From an optimization exercise on the open Yosys and OpenROAD flow, aimed at small area, a short achievable clock period and few clock cycles per item; shortcuts taken in it are not production practice.
In this exercise RTL edits were held to simulation tests only and were not proved equivalent to the original.
Power and IR drop assume default switching activity.

==> run Z <==
==> flow/design.v <==
module bpd_lookup #(
    parameter [31:0] DD_WINDOW_MS_RESET = 32'd30000
) (
    input  wire        clk,
    input  wire        rst,          
    input  wire        cmd_valid,
    output wire        cmd_ready,
    input  wire [63:0] cmd,
    input  wire [31:0] now,
    output wire        rsp_valid,
    input  wire        rsp_ready,
    output wire [7:0]  rsp_st,
    output wire [31:0] rsp_rv
);
    localparam DD_SLOTS = 8;
    localparam RT_SIZE  = 64;
    localparam QD       = 4;         
    localparam [7:0] OP_NOP    = 8'h00;
    localparam [7:0] OP_CSRRD  = 8'h01;
    localparam [7:0] OP_CSRWR  = 8'h02;
    localparam [7:0] OP_NEXTID = 8'h04;
    localparam [7:0] OP_RTLKUP = 8'h20;
    localparam [7:0] OP_RTSET  = 8'h21;
    localparam [7:0] OP_RTCLR  = 8'h22;
    localparam [7:0] OP_DDCHK  = 8'h40;
    localparam [7:0] OP_DDREC  = 8'h41;
    localparam [7:0] OP_DDRD   = 8'h42;
    localparam [7:0] ST_OK         = 8'h00;
    localparam [7:0] ST_DUPLICATE  = 8'h13;
    localparam [7:0] ST_NO_ROUTE   = 8'h14;
    localparam [7:0] ST_ILLEGAL_OP = 8'hE0;
    localparam [7:0] ST_BAD_ARG    = 8'hE1;
    localparam [15:0] CSR_DD_WINDOW_MS = 16'h0006;
    localparam [15:0] CSR_ID_CTR       = 16'h0015;
    localparam [15:0] CSR_DD_PTR       = 16'h0016;
    localparam [15:0] CSR_NOW          = 16'h0018;
    reg [15:0] rt       [0:RT_SIZE-1];
    reg [RT_SIZE-1:0]  rt_nz;    
    reg [DD_SLOTS-1:0] dd_v;
    reg [15:0] dd_origin[0:DD_SLOTS-1];
    reg [15:0] dd_id    [0:DD_SLOTS-1];
    reg [31:0] dd_stamp [0:DD_SLOTS-1];
    reg [2:0]  dd_ptr;
    reg [DD_SLOTS-1:0] dd_p1;    
    reg [15:0] id_ctr;
    reg [31:0] dd_window;
    reg          rdy_q;          
    reg          v1;             
    reg          v2;             
    reg [QD-1:0] qv;             
    reg [7:0]    q_st [0:QD-1];
    reg [31:0]   q_rv [0:QD-1];
    assign cmd_ready = rdy_q;
    assign rsp_valid = qv[0];
    assign rsp_st    = q_st[0];
    assign rsp_rv    = q_rv[0];
    wire acc = cmd_valid & rdy_q;        
    wire tk  = qv[0] & rsp_ready;        
    wire [7:0]  i_op = cmd[63:56];
    wire        i_legal = (cmd[55:48] == 8'h00);
    wire [15:0] i_a  = cmd[47:32];
    reg [15:0] c_a;
    reg [15:0] c_b;
    reg [31:0] c_now;
    reg f_ill, f_csrrd, f_csrwr, f_nextid, f_rtlkup, f_rtset, f_rtclr,
        f_ddchk, f_ddrec, f_ddrd;
    reg a_win, a_id, a_ptr, a_now, a_lt64, a_lt8, a_zero, a_hi;
    reg [7:0] r_g, w_g, k8;
    wire [7:0] i_g8 = 8'd1 << i_a[5:3];
    always @(posedge clk) begin
        c_a      <= i_a;
        c_b      <= cmd[15:0];
        c_now    <= now;
        f_ill    <= ~i_legal
                  | ~(i_op == OP_NOP    || i_op == OP_CSRRD  || i_op == OP_CSRWR
                   || i_op == OP_NEXTID || i_op == OP_RTLKUP || i_op == OP_RTSET
                   || i_op == OP_RTCLR  || i_op == OP_DDCHK  || i_op == OP_DDREC
                   || i_op == OP_DDRD);
        f_csrrd  <= i_legal & (i_op == OP_CSRRD);
        f_csrwr  <= i_legal & (i_op == OP_CSRWR);
        f_nextid <= i_legal & (i_op == OP_NEXTID);
        f_rtlkup <= i_legal & (i_op == OP_RTLKUP);
        f_rtset  <= i_legal & (i_op == OP_RTSET);
        f_rtclr  <= i_legal & (i_op == OP_RTCLR);
        f_ddchk  <= i_legal & (i_op == OP_DDCHK);
        f_ddrec  <= i_legal & (i_op == OP_DDREC);
        f_ddrd   <= i_legal & (i_op == OP_DDRD);
        a_win    <= (i_a == CSR_DD_WINDOW_MS);
        a_id     <= (i_a == CSR_ID_CTR);
        a_ptr    <= (i_a == CSR_DD_PTR);
        a_now    <= (i_a == CSR_NOW);
        a_lt64   <= (i_a[15:6] == 10'd0);
        a_lt8    <= (i_a[15:3] == 13'd0);
        a_zero   <= (i_a == 16'd0);
        a_hi     <= (i_a[15:4] == 12'hFFF);
        r_g      <= (i_legal & (i_op == OP_RTLKUP) & (i_a[15:6] == 10'd0)
                     & (i_a != 16'd0)) ? i_g8 : 8'd0;
        w_g      <= (i_legal & (i_op == OP_RTSET) & (i_a[15:6] == 10'd0))
                     ? i_g8 : 8'd0;
        k8       <= 8'd1 << i_a[2:0];
    end
    function automatic ge32(input [31:0] x, input [31:0] y);
        reg [31:0] g, p;
        integer l, n;
        begin
            g = x & ~y;
            p = x | ~y;
            for (l = 1; l < 32; l = l * 2)
                for (n = 31; n >= 0; n = n - 1)
                    if (n % (2 * l) == 2 * l - 1) begin
                        g[n] = g[n] | (p[n] & g[n - l]);
                        p[n] = p[n] & p[n - l];
                    end
            ge32 = g[31] | p[31];
        end
    endfunction
    wire [31:0] u     = c_now - dd_window;
    wire        u_neg = ~ge32(c_now, dd_window);
    reg [DD_SLOTS-1:0] ma, mb;
    reg                c1, kv;
    integer i;
    always @(*) begin
        for (i = 0; i < DD_SLOTS; i = i + 1) begin
            c1    = ge32(c_now, dd_stamp[i]);
            kv    = dd_v[i] && dd_origin[i] == c_a && dd_id[i] == c_b[15:0];
            ma[i] = kv & c1 & u_neg;
            mb[i] = kv & (c1 | u_neg);
        end
    end
    reg  [15:0] rt_h;
    reg         rt_nzh;
    integer e;
    always @(*) begin
        rt_h   = 16'h0000;
        rt_nzh = 1'b0;
        for (e = 0; e < RT_SIZE; e = e + 1) begin
            rt_h   = rt_h | ({16{r_g[e / 8] & k8[e % 8] & rt_nz[e]}} & rt[e]);
            rt_nzh = rt_nzh | (r_g[e / 8] & k8[e % 8] & rt_nz[e]);
        end
    end
    wire [2:0]  sel   = c_a[2:0];
    wire        rd_ok = f_ddrd & a_lt8 & (c_b[1:0] != 2'd3) & |(dd_v & k8);
    reg  [31:0] rd_io, rd_st;
    always @(*) begin
        rd_io = 32'd0;
        rd_st = 32'd0;
        for (i = 0; i < DD_SLOTS; i = i + 1) begin
            rd_io = rd_io | ({32{k8[i]}} & {dd_id[i], dd_origin[i]});
            rd_st = rd_st | ({32{k8[i]}} & dd_stamp[i]);
        end
    end
    wire s_bad = (f_csrrd & ~(a_win | a_id | a_ptr | a_now))
               | (f_csrwr & ~a_win)
               | (f_rtset & ~a_lt64)
               | (f_ddrd & ~(a_lt8 & (c_b[1:0] != 2'd3)));
    wire s_rt   = f_rtlkup & a_lt64 & ~a_zero;
    wire s_nort = (f_rtlkup & (a_zero | (~a_lt64 & ~a_hi)))
                | (s_rt & ~rt_nzh);
    wire [31:0] rv2 =
          ({32{f_csrrd & a_win}}             & dd_window)
        | ({32{(f_csrrd & a_id) | f_nextid}} & {16'd0, id_ctr})
        | ({32{(f_csrrd & a_ptr) | f_ddrec}} & {29'd0, dd_ptr})
        | ({32{f_csrrd & a_now}}             & c_now)
        | {16'd0, rt_h}
        | ({32{f_rtlkup & a_hi}}             & {16'd0, c_a})
        | ({32{rd_ok & (c_b[1:0] == 2'd0)}}  & 32'd1)
        | ({32{rd_ok & (c_b[1:0] == 2'd1)}}  & rd_io)
        | ({32{rd_ok & (c_b[1:0] == 2'd2)}}  & rd_st);
    reg                p_ill, p_bad, p_nort, p_chk;
    reg [DD_SLOTS-1:0] p_ma, p_mb;
    reg [31:0]         p_u;
    reg [31:0]         p_rv;
    always @(posedge clk) begin
        p_ill  <= f_ill;
        p_bad  <= s_bad;
        p_nort <= s_nort;
        p_chk  <= f_ddchk;
        p_ma   <= ma;
        p_mb   <= mb;
        p_u    <= u;
        p_rv   <= rv2;
    end
    always @(posedge clk) begin
        if (rst)
            dd_window <= DD_WINDOW_MS_RESET;
        else if (acc && i_legal && i_op == OP_CSRWR && i_a == CSR_DD_WINDOW_MS)
            dd_window <= cmd[31:0];
    end
    always @(posedge clk) begin
        if (rst) begin
            rt_nz     <= {RT_SIZE{1'b0}};
            dd_v      <= {DD_SLOTS{1'b0}};
            dd_ptr    <= 3'd0;
            dd_p1     <= {{(DD_SLOTS-1){1'b0}}, 1'b1};
            id_ctr    <= 16'd0;
        end else if (v1) begin
            if (f_nextid)         id_ctr <= id_ctr + 16'd1;
            if (f_rtclr)          rt_nz <= {RT_SIZE{1'b0}};
            for (e = 0; e < RT_SIZE; e = e + 1)
                if (w_g[e / 8] & k8[e % 8]) rt_nz[e] <= (c_b[15:0] != 16'h0000);
            if (f_ddrec) begin
                dd_v   <= dd_v | dd_p1;
                dd_ptr <= dd_ptr + 3'd1;
                dd_p1  <= {dd_p1[DD_SLOTS-2:0], dd_p1[DD_SLOTS-1]};
            end
        end
    end
    always @(posedge clk) begin
        for (e = 0; e < RT_SIZE; e = e + 1)
            if (v1 && w_g[e / 8] && k8[e % 8])
                rt[e] <= c_b[15:0];
        for (i = 0; i < DD_SLOTS; i = i + 1)
            if (v1 && f_ddrec && dd_p1[i]) begin
                dd_origin[i] <= c_a;
                dd_id[i]     <= c_b[15:0];
                dd_stamp[i]  <= c_now;
            end
    end
    reg [DD_SLOTS-1:0] m;
    reg                le;
    always @(*) begin
        for (i = 0; i < DD_SLOTS; i = i + 1) begin
            le   = ge32(dd_stamp[i], p_u);
            m[i] = p_ma[i] | (p_mb[i] & le);
        end
    end
    wire       hit = p_chk & (|m);
    reg  [2:0] hit_idx;
    always @(*) begin
        hit_idx = 3'd0;
        for (i = DD_SLOTS - 1; i >= 0; i = i - 1)
            if (m[i]) hit_idx = i[2:0];
    end
    wire [7:0] r_st =
          p_ill  ? ST_ILLEGAL_OP
        : p_bad  ? ST_BAD_ARG
        : p_nort ? ST_NO_ROUTE
        : hit    ? ST_DUPLICATE
        :          ST_OK;
    wire [31:0] r_rv = {p_rv[31:3], p_rv[2:0] | (hit ? hit_idx : 3'd0)};
    wire [QD-1:0] qs   = tk ? {1'b0, qv[QD-1:1]} : qv;
    wire [QD-1:0] qv_n = v2 ? {qs[QD-2:0], 1'b1} : qs;
    wire          rdy_n = ~qv_n[QD-1] & ~(qv_n[QD-2] & (v1 | acc))
                        & ~(qv_n[QD-3] & v1 & acc);
    always @(posedge clk) begin
        if (rst) begin
            v1    <= 1'b0;
            v2    <= 1'b0;
            qv    <= {QD{1'b0}};
            rdy_q <= 1'b1;
        end else begin
            v1    <= acc;
            v2    <= v1;
            qv    <= qv_n;
            rdy_q <= rdy_n;
        end
    end
    integer j;
    always @(posedge clk) begin
        for (j = 0; j < QD; j = j + 1) begin
            if (rst && j == 0) begin
                q_st[j] <= 8'd0;
                q_rv[j] <= 32'd0;
            end else if (v2 && !qs[j] && (j == 0 || qs[j > 0 ? j - 1 : 0])) begin
                q_st[j] <= r_st;
                q_rv[j] <= r_rv;
            end else if (tk && j < QD - 1) begin
                q_st[j] <= q_st[j < QD - 1 ? j + 1 : j];
                q_rv[j] <= q_rv[j < QD - 1 ? j + 1 : j];
            end
        end
    end
endmodule
==> flow/flow/run.sh <==
#!/bin/bash
set -euo pipefail
cd "$(dirname "$0")/.."
bash standard.sh SETUP_SLACK_MARGIN=7 finish > flow_make.log 2>&1
==> flow/standard.sh <==
#!/bin/bash
# synth_recipe.tcl (not shown) runs the flow's synth.tcl, then flattens the netlist and writes it again
# the make line also repeats each setting of config.mk as NAME=value (left out here)
make -C /OpenROAD-flow-scripts/flow DESIGN_CONFIG=/design/flow/config.mk WORK_HOME=/design/flow/orfs CLKGATE_MAP_FILE= SYNTH_SCRIPT=/design/flow/synth_recipe.tcl "${@:-finish}"
==> flow/config.mk <==
export PLATFORM = sky130hd
export DESIGN_NAME = bpd_lookup
export DESIGN_NICKNAME = bpd_lookup
export VERILOG_FILES = /design/flow/design.v
export SDC_FILE = /design/flow/constraint.sdc
export NUM_CORES = 4
export LEC_CHECK = 0
export CAP_MARGIN = 20
export CORE_MARGIN = 2
export CORE_UTILIZATION = 50
export CTS_CLUSTER_DIAMETER = 80
export CTS_CLUSTER_SIZE = 20
export SLEW_MARGIN = 20
export TNS_END_PERCENT = 0
==> flow/constraint.sdc <==
create_clock -name core_clock -period 10.0 [get_ports {clk}]
set_input_delay 2.0000 -clock core_clock [delete_from_list [all_inputs] [get_ports {clk}]]
set_output_delay 2.0000 -clock core_clock [all_outputs]
set_load 0.01 [all_outputs]
==> run K (differences from run Z) <==
--- a/flow/design.v
+++ b/flow/design.v
@@ -16,3 +16,3 @@
     localparam RT_SIZE  = 64;
-    localparam QD       = 4;         
+    localparam QT       = 3;         
     localparam [7:0] OP_NOP    = 8'h00;
@@ -37,3 +37,4 @@
     reg [15:0] rt       [0:RT_SIZE-1];
-    reg [RT_SIZE-1:0]  rt_nz;    
+    reg        clr;              
+    reg [2:0]  clr_g;            
     reg [DD_SLOTS-1:0] dd_v;
@@ -49,11 +50,15 @@
     reg          v2;             
-    reg [QD-1:0] qv;             
-    reg [7:0]    q_st [0:QD-1];
-    reg [31:0]   q_rv [0:QD-1];
+    reg          hv;             
+    reg [7:0]    h_st;           
+    reg [31:0]   h_rv;
+    reg [7:0]    t_st [0:QT-1];  
+    reg [31:0]   t_rv [0:QT-1];
+    reg [QT-1:0] t_rd, t_wr;     
+    reg [1:0]    t_n;            
     assign cmd_ready = rdy_q;
-    assign rsp_valid = qv[0];
-    assign rsp_st    = q_st[0];
-    assign rsp_rv    = q_rv[0];
+    assign rsp_valid = hv;
+    assign rsp_st    = h_st;
+    assign rsp_rv    = h_rv;
     wire acc = cmd_valid & rdy_q;        
-    wire tk  = qv[0] & rsp_ready;        
+    wire tk  = hv & rsp_ready;           
     wire [7:0]  i_op = cmd[63:56];
@@ -63,2 +68,4 @@
     reg [15:0] c_b;
+    reg [15:0] c_ulo;            
+    reg        c_b16;            
     reg [31:0] c_now;
@@ -72,2 +79,3 @@
         c_b      <= cmd[15:0];
+        {c_b16, c_ulo} <= {1'b0, now[15:0]} - {1'b0, dd_window[15:0]};
         c_now    <= now;
@@ -116,4 +124,22 @@
     endfunction
-    wire [31:0] u     = c_now - dd_window;
-    wire        u_neg = ~ge32(c_now, dd_window);
+    function automatic ge16(input [15:0] x, input [15:0] y);
+        reg [15:0] g, p;
+        integer l, n;
+        begin
+            g = x & ~y;
+            p = x | ~y;
+            for (l = 1; l < 16; l = l * 2)
+                for (n = 15; n >= 0; n = n - 1)
+                    if (n % (2 * l) == 2 * l - 1) begin
+                        g[n] = g[n] | (p[n] & g[n - l]);
+                        p[n] = p[n] & p[n - l];
+                    end
+            ge16 = g[15] | p[15];
+        end
+    endfunction
+    wire [15:0] u_hi;
+    wire        u_neg;
+    assign {u_neg, u_hi} = {1'b0, c_now[31:16]} - {1'b0, dd_window[31:16]}
+                         - {16'd0, c_b16};
+    reg [DD_SLOTS-1:0] lo;
     reg [DD_SLOTS-1:0] ma, mb;
@@ -125,2 +151,3 @@
             kv    = dd_v[i] && dd_origin[i] == c_a && dd_id[i] == c_b[15:0];
+            lo[i] = ge16(dd_stamp[i][15:0], c_ulo);
             ma[i] = kv & c1 & u_neg;
@@ -130,3 +157,2 @@
     reg  [15:0] rt_h;
-    reg         rt_nzh;
     integer e;
@@ -134,6 +160,4 @@
         rt_h   = 16'h0000;
-        rt_nzh = 1'b0;
         for (e = 0; e < RT_SIZE; e = e + 1) begin
-            rt_h   = rt_h | ({16{r_g[e / 8] & k8[e % 8] & rt_nz[e]}} & rt[e]);
-            rt_nzh = rt_nzh | (r_g[e / 8] & k8[e % 8] & rt_nz[e]);
+            rt_h   = rt_h | ({16{r_g[e / 8] & k8[e % 8]}} & rt[e]);
         end
@@ -156,4 +180,3 @@
     wire s_rt   = f_rtlkup & a_lt64 & ~a_zero;
-    wire s_nort = (f_rtlkup & (a_zero | (~a_lt64 & ~a_hi)))
-                | (s_rt & ~rt_nzh);
+    wire s_nort = f_rtlkup & (a_zero | (~a_lt64 & ~a_hi));
     wire [31:0] rv2 =
@@ -168,5 +191,6 @@
         | ({32{rd_ok & (c_b[1:0] == 2'd2)}}  & rd_st);
-    reg                p_ill, p_bad, p_nort, p_chk;
+    reg                p_ill, p_bad, p_nort, p_rt, p_chk;
     reg [DD_SLOTS-1:0] p_ma, p_mb;
-    reg [31:0]         p_u;
+    reg [15:0]         p_uhi;
+    reg [DD_SLOTS-1:0] p_lo;
     reg [31:0]         p_rv;
@@ -176,2 +200,3 @@
         p_nort <= s_nort;
+        p_rt   <= s_rt;
         p_chk  <= f_ddchk;
@@ -179,3 +204,4 @@
         p_mb   <= mb;
-        p_u    <= u;
+        p_uhi  <= u_hi;
+        p_lo   <= lo;
         p_rv   <= rv2;
@@ -190,3 +216,2 @@
         if (rst) begin
-            rt_nz     <= {RT_SIZE{1'b0}};
             dd_v      <= {DD_SLOTS{1'b0}};
@@ -197,5 +222,2 @@
             if (f_nextid)         id_ctr <= id_ctr + 16'd1;
-            if (f_rtclr)          rt_nz <= {RT_SIZE{1'b0}};
-            for (e = 0; e < RT_SIZE; e = e + 1)
-                if (w_g[e / 8] & k8[e % 8]) rt_nz[e] <= (c_b[15:0] != 16'h0000);
             if (f_ddrec) begin
@@ -207,6 +229,12 @@
     end
+    wire       clr_n   = rst | (v1 & f_rtclr) | (clr & (clr_g != 3'd7));
+    wire [2:0] clr_g_n = (rst | (v1 & f_rtclr)) ? 3'd0 : clr_g + 3'd1;
+    always @(posedge clk) begin
+        clr   <= clr_n;
+        clr_g <= clr_g_n;
+    end
     always @(posedge clk) begin
         for (e = 0; e < RT_SIZE; e = e + 1)
-            if (v1 && w_g[e / 8] && k8[e % 8])
-                rt[e] <= c_b[15:0];
+            if ((v1 && w_g[e / 8] && k8[e % 8]) || (clr && clr_g == e / 8))
+                rt[e] <= clr ? 16'h0000 : c_b[15:0];
         for (i = 0; i < DD_SLOTS; i = i + 1)
@@ -222,3 +250,4 @@
         for (i = 0; i < DD_SLOTS; i = i + 1) begin
-            le   = ge32(dd_stamp[i], p_u);
+            le   = (dd_stamp[i][31:16] > p_uhi)
+                 | ((dd_stamp[i][31:16] == p_uhi) & p_lo[i]);
             m[i] = p_ma[i] | (p_mb[i] & le);
@@ -236,3 +265,3 @@
         : p_bad  ? ST_BAD_ARG
-        : p_nort ? ST_NO_ROUTE
+        : (p_nort | (p_rt & (p_rv[15:0] == 16'h0000))) ? ST_NO_ROUTE
         : hit    ? ST_DUPLICATE
@@ -240,6 +269,12 @@
     wire [31:0] r_rv = {p_rv[31:3], p_rv[2:0] | (hit ? hit_idx : 3'd0)};
-    wire [QD-1:0] qs   = tk ? {1'b0, qv[QD-1:1]} : qv;
-    wire [QD-1:0] qv_n = v2 ? {qs[QD-2:0], 1'b1} : qs;
-    wire          rdy_n = ~qv_n[QD-1] & ~(qv_n[QD-2] & (v1 | acc))
-                        & ~(qv_n[QD-3] & v1 & acc);
+    wire          h_ld   = ~hv | tk;
+    wire          t_any  = (t_n != 2'd0);
+    wire          t_pop  = h_ld & t_any;
+    wire          t_push = v2 & ~(h_ld & ~t_any);
+    wire          hv_n   = ~h_ld | t_any | v2;
+    wire [1:0]    t_n_n  = t_n + {1'b0, t_push} - {1'b0, t_pop};
+    wire [2:0]    q_n    = {2'b00, hv_n} + {1'b0, t_n_n};
+    wire          rdy_n = (q_n + {2'b00, v1} + {2'b00, acc} <= 3'd3)
+                        & ~(acc & i_legal & (i_op == OP_RTCLR))
+                        & ~(clr_n & (clr_g_n != 3'd7));
     always @(posedge clk) begin
@@ -248,4 +283,7 @@
             v2    <= 1'b0;
-            qv    <= {QD{1'b0}};
-            rdy_q <= 1'b1;
+            hv    <= 1'b0;
+            t_n   <= 2'd0;
+            t_rd  <= {{(QT-1){1'b0}}, 1'b1};
+            t_wr  <= {{(QT-1){1'b0}}, 1'b1};
+            rdy_q <= 1'b0;
         end else begin
@@ -253,3 +291,6 @@
             v2    <= v1;
-            qv    <= qv_n;
+            hv    <= hv_n;
+            t_n   <= t_n_n;
+            if (t_pop)  t_rd <= {t_rd[QT-2:0], t_rd[QT-1]};
+            if (t_push) t_wr <= {t_wr[QT-2:0], t_wr[QT-1]};
             rdy_q <= rdy_n;
@@ -257,16 +298,26 @@
     end
+    reg [7:0]  tr_st;
+    reg [31:0] tr_rv;
     integer j;
-    always @(posedge clk) begin
-        for (j = 0; j < QD; j = j + 1) begin
-            if (rst && j == 0) begin
-                q_st[j] <= 8'd0;
-                q_rv[j] <= 32'd0;
-            end else if (v2 && !qs[j] && (j == 0 || qs[j > 0 ? j - 1 : 0])) begin
-                q_st[j] <= r_st;
-                q_rv[j] <= r_rv;
-            end else if (tk && j < QD - 1) begin
-                q_st[j] <= q_st[j < QD - 1 ? j + 1 : j];
-                q_rv[j] <= q_rv[j < QD - 1 ? j + 1 : j];
+    always @(*) begin
+        tr_st = 8'd0;
+        tr_rv = 32'd0;
+        for (j = 0; j < QT; j = j + 1) begin
+            tr_st = tr_st | ({8{t_rd[j]}} & t_st[j]);
+            tr_rv = tr_rv | ({32{t_rd[j]}} & t_rv[j]);
+        end
+    end
+    always @(posedge clk) begin
+        if (rst) begin
+            h_st <= 8'd0;
+            h_rv <= 32'd0;
+        end else if (h_ld) begin
+            h_st <= t_any ? tr_st : r_st;
+            h_rv <= t_any ? tr_rv : r_rv;
+        end
+        for (j = 0; j < QT; j = j + 1)
+            if (t_push && t_wr[j]) begin
+                t_st[j] <= r_st;
+                t_rv[j] <= r_rv;
             end
-        end
     end
CORE_UTILIZATION = 60   (was 50)
==> run X (differences from run Z) <==
--- a/flow/design.v
+++ b/flow/design.v
@@ -62,3 +62,3 @@
     reg [15:0] c_a;
-    reg [15:0] c_b;
+    reg [31:0] c_b;
     reg [31:0] c_now;
@@ -71,3 +71,3 @@
         c_a      <= i_a;
-        c_b      <= cmd[15:0];
+        c_b      <= cmd[31:0];
         c_now    <= now;
@@ -183,8 +183,2 @@
     always @(posedge clk) begin
-        if (rst)
-            dd_window <= DD_WINDOW_MS_RESET;
-        else if (acc && i_legal && i_op == OP_CSRWR && i_a == CSR_DD_WINDOW_MS)
-            dd_window <= cmd[31:0];
-    end
-    always @(posedge clk) begin
         if (rst) begin
@@ -195,3 +189,5 @@
             id_ctr    <= 16'd0;
+            dd_window <= DD_WINDOW_MS_RESET;
         end else if (v1) begin
+            if (f_csrwr & a_win)  dd_window <= c_b;
             if (f_nextid)         id_ctr <= id_ctr + 16'd1;
CORE_UTILIZATION = 60   (was 50)
==> comparison <==
Sequential power: run X is larger than run Z (about 0.5%).
Clock power: run Z > run X > run K.
Of run Z and run K, run K has the higher critical path depth (gap 1).
The lowest final area belongs to run K, the highest to run Z.
The lowest register-to-register slack belongs to run K, the highest to run Z.
In run Z the worst hold slack is higher than in run X, by 110 ps.
Of run K and run X, run K has the higher utilization (gap 0.47 points).
Wire length: run Z is larger than run X (about 5.4%).
Testbench counts of run Z, summed over its fixed seeds: cycles 24,024, commands 24,000.
Testbench counts of run K, summed over its fixed seeds: cycles 24,080, commands 24,000.
Testbench counts of run X, summed over its fixed seeds: cycles 24,024, commands 24,000.

-- afterwards: timing with drivers on the ports --
The flow's constraints put no driver on any port. The routed layouts listed below were extracted and timed again, unchanged, in two steps. Step 1 sets driving cells, clkbuf_16 on the clock port and buf_2 on the other inputs (assumed; they add their load-dependent delay and slew). Step 2 times the ports against the registers' clock, not the clock port: input delays grow and output delays shrink by t, the midpoint of the rising clock arrivals with the driver on. Slacks: ideal / step 1 / step 2; pairs: ideal / step 1.
run | t (ns) | setup WS [ns] | pins driven straight from the clock port
run Z | 0.912 | 6.372 / 6.372 / 5.716 | 1
run K | 0.891 | 5.985 / 5.985 / 5.533 | 1
run X | 0.867 | 6.335 / 6.335 / 5.827 | 1
After both steps setup and hold are still met in every run listed. The setup slack of run Z, which loses most, moves by 0.000 ns with the drivers and by -0.656 ns with both steps.
